From an optimization exercise on the open Yosys and OpenROAD flow, aimed at small area, a short achievable clock period and few clock cycles per item; shortcuts taken in it are not production practice. Only simulation tests tie the RTL to the original design; equivalence was not proved. Power and IR drop assume default switching activity.

===== flow/config.mk =====
export PLATFORM = sky130hd
export DESIGN_NAME = spsws_cal
export DESIGN_NICKNAME = spsws_cal
export VERILOG_FILES = /design/flow/design.v
export SDC_FILE = /design/flow/constraint.sdc
export NUM_CORES = 4
export LEC_CHECK = 0
export CAP_MARGIN = 20
export CORE_MARGIN = 2
export CORE_UTILIZATION = 40
export SLEW_MARGIN = 20

===== flow/run.sh =====
#!/bin/bash
# synth_recipe.tcl (not shown) runs the flow's synth.tcl, then flattens the netlist and writes it again
# the make line also repeats each setting of config.mk as NAME=value (left out here)
make -C /OpenROAD-flow-scripts/flow DESIGN_CONFIG=/design/flow/config.mk WORK_HOME=/design/flow/orfs CLKGATE_MAP_FILE= SYNTH_SCRIPT=/design/flow/synth_recipe.tcl finish

===== flow/constraint.sdc =====
create_clock -name core_clock -period 10.0 [get_ports {clk}]
set_input_delay 2.0000 -clock core_clock [delete_from_list [all_inputs] [get_ports {clk}]]
set_output_delay 2.0000 -clock core_clock [all_outputs]
set_load 0.01 [all_outputs]

===== flow/design.v =====
module spsws_cal (
    input  wire        clk,
    input  wire        rst,           
    input  wire        start,         
    output wire        ready,
    input  wire [31:0] f0_eff,        
    input  wire [31:0] fh_eff,        
    input  wire [31:0] fl_eff,        
    input  wire [31:0] symbol_us,     
    input  wire [31:0] ramp_us,       
    input  wire [7:0]  pwr_min,       
    input  wire [7:0]  pwr_max,       
    output reg         done,          
    output reg  [2:0]  fail_check,    
    output wire [31:0] shift_dur,
    output wire [31:0] idle,
    output wire [31:0] t1,
    output wire [31:0] t2,
    output wire [31:0] t3,
    output wire [31:0] t4,
    output wire [31:0] period,
    output wire [31:0] edge_step,
    output wire [31:0] bit_step
);
    localparam [18:0] DWELL_NUM = 19'd500000;
    localparam [1:0] S_IDLE = 2'd0,
                     S_PREP = 2'd1,
                     S_DIV  = 2'd2,
                     S_POST = 2'd3;
    reg [1:0] state;
    wire st_idle = (state == S_IDLE);
    assign ready = st_idle;
    reg [18:0] o_sd;
    reg [31:0] o_t1, o_t2, o_t3, o_t4, o_per, o_es, o_bs;
    assign shift_dur = {13'd0, o_sd};
    assign idle      = o_t1;
    assign t1        = o_t1;
    assign t2        = o_t2;
    assign t3        = o_t3;
    assign t4        = o_t4;
    assign period    = o_per;
    assign edge_step = o_es;
    assign bit_step  = o_bs;
    wire [32:0] dh_full = {1'b0, fh_eff} - {1'b0, f0_eff};
    wire [32:0] dl_full = {1'b0, f0_eff} - {1'b0, fl_eff};
    reg [18:0] dh_r, dl_r;
    reg        dh_big, dl_big, dh_neg, dl_neg;
    reg [31:0] s_r, r_r;
    reg [8:0]  rng_r;
    always @(posedge clk) begin
        if (st_idle) begin
            dh_r   <= dh_full[18:0];
            dh_big <= |dh_full[31:19];
            dh_neg <= dh_full[32];
            dl_r   <= dl_full[18:0];
            dl_big <= |dl_full[31:19];
            dl_neg <= dl_full[32];
            s_r    <= symbol_us;
            r_r    <= ramp_us;
            rng_r  <= {pwr_max[7], pwr_max} - {pwr_min[7], pwr_min} + 9'd1;
        end
    end
    wire dh_ok = ~dh_neg & (dh_big | (|dh_r));
    wire dl_ok = ~dl_neg & (dl_big | (|dl_r));
    function [3:0] first_k(input [18:0] d);
        begin
            if      (d[18])    first_k = 4'd0;
            else if (d[17:16] != 0) first_k = 4'd1;
            else if (d[15:14] != 0) first_k = 4'd2;
            else if (d[13:12] != 0) first_k = 4'd3;
            else if (d[11:10] != 0) first_k = 4'd4;
            else if (d[9:8]   != 0) first_k = 4'd5;
            else if (d[7:6]   != 0) first_k = 4'd6;
            else if (d[5:4]   != 0) first_k = 4'd7;
            else if (d[3:2]   != 0) first_k = 4'd8;
            else                    first_k = 4'd9;
        end
    endfunction
    function [19:0] n_shr(input [3:0] k);    
        begin
            n_shr = {1'b0, DWELL_NUM} >> {k, 1'b0};
        end
    endfunction
    function [1:0] n_bits(input [3:0] k);     
        begin
            n_bits = {DWELL_NUM[{k, 1'b0} - 5'd1], DWELL_NUM[{k, 1'b0} - 5'd2]};
        end
    endfunction
    reg [18:0] qh, ql, remh, reml;
    reg [3:0]  kh, kl;
    wire [3:0]  kh0   = first_k(dh_r);
    wire [19:0] th0   = n_shr(kh0);
    wire [20:0] th0d  = {1'b0, th0} - {2'b0, dh_r};
    wire [3:0]  kl0   = first_k(dl_r);
    wire [19:0] tl0   = n_shr(kl0);
    wire [20:0] tl0d  = {1'b0, tl0} - {2'b0, dl_r};
    function [20:0] step2(input [18:0] rem, input [18:0] d, input [1:0] nb);
        reg [19:0] a;
        reg [20:0] s;
        reg [18:0] r1;
        reg        g1, g0;
        begin
            a  = {rem, nb[1]};
            s  = {1'b0, a} - {2'b0, d};
            g1 = ~s[20];
            r1 = g1 ? s[18:0] : a[18:0];
            a  = {r1, nb[0]};
            s  = {1'b0, a} - {2'b0, d};
            g0 = ~s[20];
            step2 = {g1, g0, g0 ? s[18:0] : a[18:0]};
        end
    endfunction
    wire [20:0] sh = step2(remh, dh_r, n_bits(kh));
    wire [20:0] sl = step2(reml, dl_r, n_bits(kl));
    reg [31:0] xe, xb;
    reg [7:0]  re, rb;
    reg [3:0]  ke, kb;        
    function [39:0] step4(input [7:0] rem, input [31:0] x, input [8:0] r);
        reg [8:0] a;
        reg [9:0] s;
        reg [7:0] rr;
        reg [31:0] xx;
        integer i;
        begin
            rr = rem;
            xx = x;
            for (i = 0; i < 4; i = i + 1) begin
                a  = {rr, xx[31]};
                s  = {1'b0, a} - {1'b0, r};
                xx = {xx[30:0], ~s[9]};
                rr = s[9] ? a[7:0] : s[7:0];
            end
            step4 = {rr, xx};
        end
    endfunction
    wire [39:0] se = step4(re, xe, rng_r);
    wire [39:0] sb = step4(rb, xb, rng_r);
    wire skip_e = (re == 8'd0) && (xe[31:16] == 16'd0) && (ke[3:2] != 2'd0);
    wire skip_b = (rb == 8'd0) && (xb[31:16] == 16'd0) && (kb[3:2] != 2'd0);
    wire chk4 = (s_r > 32'd1000) && ((s_r - 32'd1000) >= {23'd0, rng_r});
    wire chk5 = (r_r >= {23'd0, rng_r});
    reg  c4_r, c5_r;
    wire [19:0] sig  = {1'b0, qh} + {1'b0, ql};
    wire [1:0]  cc   = {1'b0, s_r[0] ^ qh[0]} + {1'b0, s_r[0] ^ ql[0]};
    wire signed [37:0] s2  = {5'd0, s_r, 1'b0};
    wire signed [37:0] r4  = {4'd0, r_r, 2'd0};
    wire signed [37:0] u   = {18'd0, sig} + {36'd0, cc};
    wire signed [37:0] v   = {18'd0, sig} - {36'd0, sig[0], 1'b0} - {36'd0, cc};
    wire signed [37:0] a1  = s2 - r4 - u;
    wire signed [37:0] a2  = s2 - u;
    wire signed [37:0] a3  = s2 + v;
    wire signed [37:0] a4  = s2 + r4 + v;
    wire signed [37:0] a4s = r4 - s2 + v;       
    wire chk2 = ~a1[37] && (|a1[36:2]) &&       
                (|r_r) &&                       
                (|sig[19:1]) &&                 
                a4s[37];                        
    wire pass = chk2 & c4_r & c5_r;
    wire last_h = (kh == 4'd0) || (kh == 4'd1);
    wire all_done = (kh <= 4'd1) && (kl <= 4'd1) &&
                    (skip_e ? (ke == 4'd4) : (ke <= 4'd1)) &&
                    (skip_b ? (kb == 4'd4) : (kb <= 4'd1));
    always @(posedge clk) begin
        if (rst) begin
            state      <= S_IDLE;
            done       <= 1'b0;
            fail_check <= 3'd0;
            o_sd       <= 19'd0;
            o_t1       <= 32'd0;
            o_t2       <= 32'd0;
            o_t3       <= 32'd0;
            o_t4       <= 32'd0;
            o_per      <= 32'd0;
            o_es       <= 32'd0;
            o_bs       <= 32'd0;
        end else begin
            done <= 1'b0;
            case (state)
                S_IDLE: begin
                    if (start) state <= S_PREP;
                end
                S_PREP: begin
                    if (!(dh_ok && dl_ok)) begin
                        fail_check <= 3'd1;
                        done       <= 1'b1;
                        state      <= S_IDLE;
                    end else begin
                        state <= S_DIV;
                    end
                end
                S_DIV: begin
                    if (all_done) state <= S_POST;
                end
                S_POST: begin
                    if (!chk2)       fail_check <= 3'd2;
                    else if (!c4_r)  fail_check <= 3'd4;
                    else if (!c5_r)  fail_check <= 3'd5;
                    else             fail_check <= 3'd0;
                    if (pass) begin
                        o_sd  <= sig[19:1];
                        o_t1  <= a1[33:2];
                        o_t2  <= a2[33:2];
                        o_t3  <= a3[33:2];
                        o_t4  <= a4[33:2];
                        o_per <= s_r;
                        o_es  <= xe;
                        o_bs  <= xb;
                    end
                    done  <= 1'b1;
                    state <= S_IDLE;
                end
                default: state <= S_IDLE;
            endcase
        end
    end
    always @(posedge clk) begin
        if (st_idle) begin
            xe <= symbol_us - 32'd1000;
            xb <= ramp_us;
            re <= 8'd0;
            rb <= 8'd0;
            ke <= 4'd8;
            kb <= 4'd8;
        end else if (state == S_PREP || state == S_DIV) begin
            if (ke != 4'd0) begin
                if (skip_e) begin
                    xe <= {xe[15:0], 16'd0};
                    ke <= ke - 4'd4;
                end else begin
                    {re, xe} <= se;
                    ke <= ke - 4'd1;
                end
            end
            if (kb != 4'd0) begin
                if (skip_b) begin
                    xb <= {xb[15:0], 16'd0};
                    kb <= kb - 4'd4;
                end else begin
                    {rb, xb} <= sb;
                    kb <= kb - 4'd1;
                end
            end
        end
        if (state == S_PREP) begin
            c4_r <= chk4;
            c5_r <= chk5;
            if (dh_big) begin
                qh <= 19'd0;
                kh <= 4'd0;
            end else begin
                qh   <= {18'd0, ~th0d[20]};
                remh <= th0d[20] ? th0[18:0] : th0d[18:0];
                kh   <= kh0;
            end
            if (dl_big) begin
                ql <= 19'd0;
                kl <= 4'd0;
            end else begin
                ql   <= {18'd0, ~tl0d[20]};
                reml <= tl0d[20] ? tl0[18:0] : tl0d[18:0];
                kl   <= kl0;
            end
        end else if (state == S_DIV) begin
            if (kh != 4'd0) begin
                qh   <= {qh[16:0], sh[20:19]};
                remh <= sh[18:0];
                kh   <= kh - 4'd1;
            end
            if (kl != 4'd0) begin
                ql   <= {ql[16:0], sl[20:19]};
                reml <= sl[18:0];
                kl   <= kl - 4'd1;
            end
        end
    end
endmodule

==> results.txt <==
critical path, delay by kind of cell (launching register included):
| family | cells | cell delay (ns) |
|---|---|---|
| adders and majority gates | 4 | 1.02 |
| AOI/OAI and AO/OA | 33 | 5.54 |
| buffers and inverters | 4 | 0.50 |
| muxes | 1 | 0.27 |
| and+or+nand+nor | 7 | 1.25 |
| DFF | 1 | 0.38 |
timing repair:
action / 4_1_cts / 5_1_grt
pin swaps: 0 / 1
gates resized for setup: 2 / 39
setup endpoints to repair: 7 / 18
setup buffers: 0 / 3
hold buffers: 0 / 0
cell usage after synthesis, types with 33 or more instances:
cell,count,area share
o21bai_1,33,0.0051
or3_1,55,0.0071
ha_1,538,0.14
nand2b_1,63,0.0081
clkbuf_1,196,0.015
and2_1,38,0.0049
o21a_1,60,0.0093
nand3_1,267,0.027
inv_1,494,0.038
fa_1,55,0.023
mux2i_1,50,0.010
nor3_1,148,0.015
nand4_1,46,0.0059
a31oi_1,52,0.0067
nand2_1,354,0.027
nor2b_1,111,0.014
xor2_1,100,0.018
xnor2_1,273,0.049
a31o_2,34,0.0061
a211oi_1,103,0.016
edfxtp_1,265,0.16
mux2_2,34,0.0079
o21ai_0,495,0.051
and3_1,49,0.0063
nor2_1,356,0.027
a21boi_0,38,0.0059
nor4_1,66,0.0085
o211ai_1,51,0.0079
dfxtp_1,273,0.11
a21o_1,148,0.023
a21oi_1,569,0.058
buf_4,49,0.0076
o31ai_1,38,0.0059
flip-flops by register name, indices dropped and copies added, names as in the netlist, 9 cells and up, named ones only:
name / flops
dh_r: 19
o_t3: 32
xe: 32
o_per: 32
dl_r: 19
o_t4: 32
r_r: 32
s_r: 32
reml: 19
ql: 19
o_es: 32
qh: 19
rng_r: 9
o_sd: 19
o_t1: 32
o_bs: 32
remh: 19
o_t2: 32
xb: 32
metrics by stage:
step                total power [mW]  setup slack, ns  area, µm²
finish                         17.68           0.9350      57180
global route                   19.03          0.08028      57180
CTS                            17.46         0.007606      57090
detailed placement             14.93        -0.007923      54910
global placement               14.80           0.1573      54880
floorplan                      11.49           0.5307      48740
area by class of cell:
type / count / area (µm²)
Sequential cell: 538 / 13420
Inverter: 495 / 1858
Tap cell: 1625 / 2033
Clock buffer: 87 / 1852
Clock inverter: 35 / 326.6
Multi-Input combinational cell: 4597 / 32330
Fill cell: 11930 / 64050
Antenna cell: 4 / 10.01
Timing Repair Buffer: 548 / 5346
power groups by stage:
stage / sequential, mW / combinational (mW) / clock [mW]
floorplan: 2.96 / 8.53 / 0
global placement: 3.10 / 11.7 / 0
detailed placement: 3.10 / 11.8 / 0
CTS: 3.06 / 11.9 / 2.50
global route: 3.08 / 13.4 / 2.57
finish: 3.06 / 12.2 / 2.45
metal layers:
metal,vias up,global-route usage,part of all wire
met5,-,0,0.00016
met4,4,0.07906,0.030
met3,268,0.04827,0.076
met2,1758,0.4514,0.44
met1,22280,0.3884,0.45
li1,22140,-,-
worst max path at each step:
stage,from,to,depth (start not counted)
2_1_floorplan,rng_r[1],rb[1],49
3_3_place_gp,rng_r[1],re[7],49
3_5_place_dp,rng_r[1],rb[7],49
4_1_cts,rng_r[1],rb[5],49
5_1_grt,rng_r[1],re[7],49
6_report,rng_r[1],re[1],49
cell families (layout without fill, tap and decap cells):
group / Yosys count / in the layout
compound gates: 1865 / 1865
simple gates: 1665 / 1665
buf+inv: 786 / 1165
fa+ha+maj: 595 / 595
flops: 538 / 538
xor+xnor: 375 / 375
mux: 84 / 84
other cells: 1 / 17
==> metrics.cfg <==
[final_layout]
postLayoutCoreUtil=0.4717
nets=7018
drive_gt1_frac=0.05556
fin_cells=7929
layout_commonest_cell=a21oi_1
layout_common_cells=a21oi_1, ha_1, inv_1
syn2layout_area_growth_pct=17.44

[critical_path]
r2r_slack_ns=0.94
crit_type=reg -> reg
startpoint_type=flop
required_ns=10.59
crit_fanout=10
worstPathArrival_ns=9.65
timing.rr.start=rng_r[1]
slowest_stage=or2_2
end_kind=flop
rr_worst_depth=49
path_common_cell=o21ai_0
critPathMaxStageDelay_ns=0.39
worstReg2RegEnd=re[1]

[clock_tree]
cts-htree-levels=3
cts_buffer_depth=3
clk_pin_slew_ns=0.06
cts_sinks=538
clkLatencyLatePin_ns=0.68
cts_tree=done
cts_buffers=66
cts_root_buf=clkbuf_16

[synth]
synth_mux_area_frac=0.01814
synth_flop_cell=dfxtp_1
synth_cell_types=99
synth_xor_area_frac=0.06802
syn-cell-area_um2=48690
syn_inst=5909
avgSynthCellArea_um2=8.240
yosys.area_share.simple=0.1707
ys.warnings.count=1
synth_seq_cells=538
yosysSeqAreaShare=0.2757
synth_top_family_by_area=compound AO/OA/AOI/OAI gates
synth-adder-area-share=0.1613
synth_compound_area_frac=0.2409
synth_edf_count=265
synthArstFlopShare=0

[sta]
skew_ns=0.05753
relSlewSlack=0.2301
rsz0062_at_grt=false
fin_hold_ws_ns=0.4615
post-route-min-period_ns=9.065
slew_viol_final=0
fin_crit_sh=0.9065
fmax_mhz=110.3
hold_violations=0
finalSetupViolCount=0
fin_tns_setup_ns=0
worst_slew_pin_slew_ns=1.155

[routing]
vias_per_cell=5.859
wl_per_cell_um=22.97
drt-initial-drc-count=4129
via_count=46460
ant_nets=0
drtPass1Iterations=7
routed_wl_um=182100
drc=0

[power]
switching_share=0.4965
total_leakage_power_nw=23.47
power.switching_mw=8.779
pwr-share-clk=0.138
intPower_mw=8.902
comb_power_share=0.688
p_per_area_nw_per_um2=309.2
peakVddDrop_v=0.0003311
p_seq_frac=0.173

[grt]
grt_max_degree=200
antenna_found_initial=9
grt_pass1_vias=43870
overflow=0
grt_pass1_wl_um=271700
track_usage=0.2815

[hold_path]
min-delay-start=o_t3[14]
hold_end=o_t3[14]
hold_depth=2
hold_path.class=reg -> reg

[floorplanning]
die_x_um=352.9
rows=128
core_um2=121200
die_y_um=352.9
initial_utilization=0.4016
die-area_um2=124500
io_pins=472

[job]
max_cap_viol_count=0

[placement]
io_buffers=458
routabilityCongestion=0.9586
dp_hpwl_um=143600
dp.cells=7800

[outcome]
outcome=complete, no violations

Testbench counts, summed over its fixed seeds: cycles 19,167, items 2,400.

## static timing again, ports no longer ideal
In the flow no input, the clock included, has a driving cell. The finished layout below was timed again as built, in two steps. Step 1: set_driving_cell puts a clkbuf_16 on clk and a buf_2 on each other input, an assumption about the parent block. Step 2 times the ports against the registers' clock, not the clock port: input delays grow and output delays shrink by t, the midpoint of the rising clock arrivals with the driver on. Three values: ideal ports, drivers, drivers and shift; two values: the first two.
shift t [ns]: 0.724
slack for setup (ns): 0.935 / 0.935 / 0.935
worst setup path after step 2: register to register
worst register clock-pin slew, ns: 0.07 / 0.07
worst slew at a driven data input, ns: 0.12
After both steps setup and hold are still met in this run. For this run, drivers alone change the setup slack by 0.000 ns; drivers and shift together by 0.000 ns.
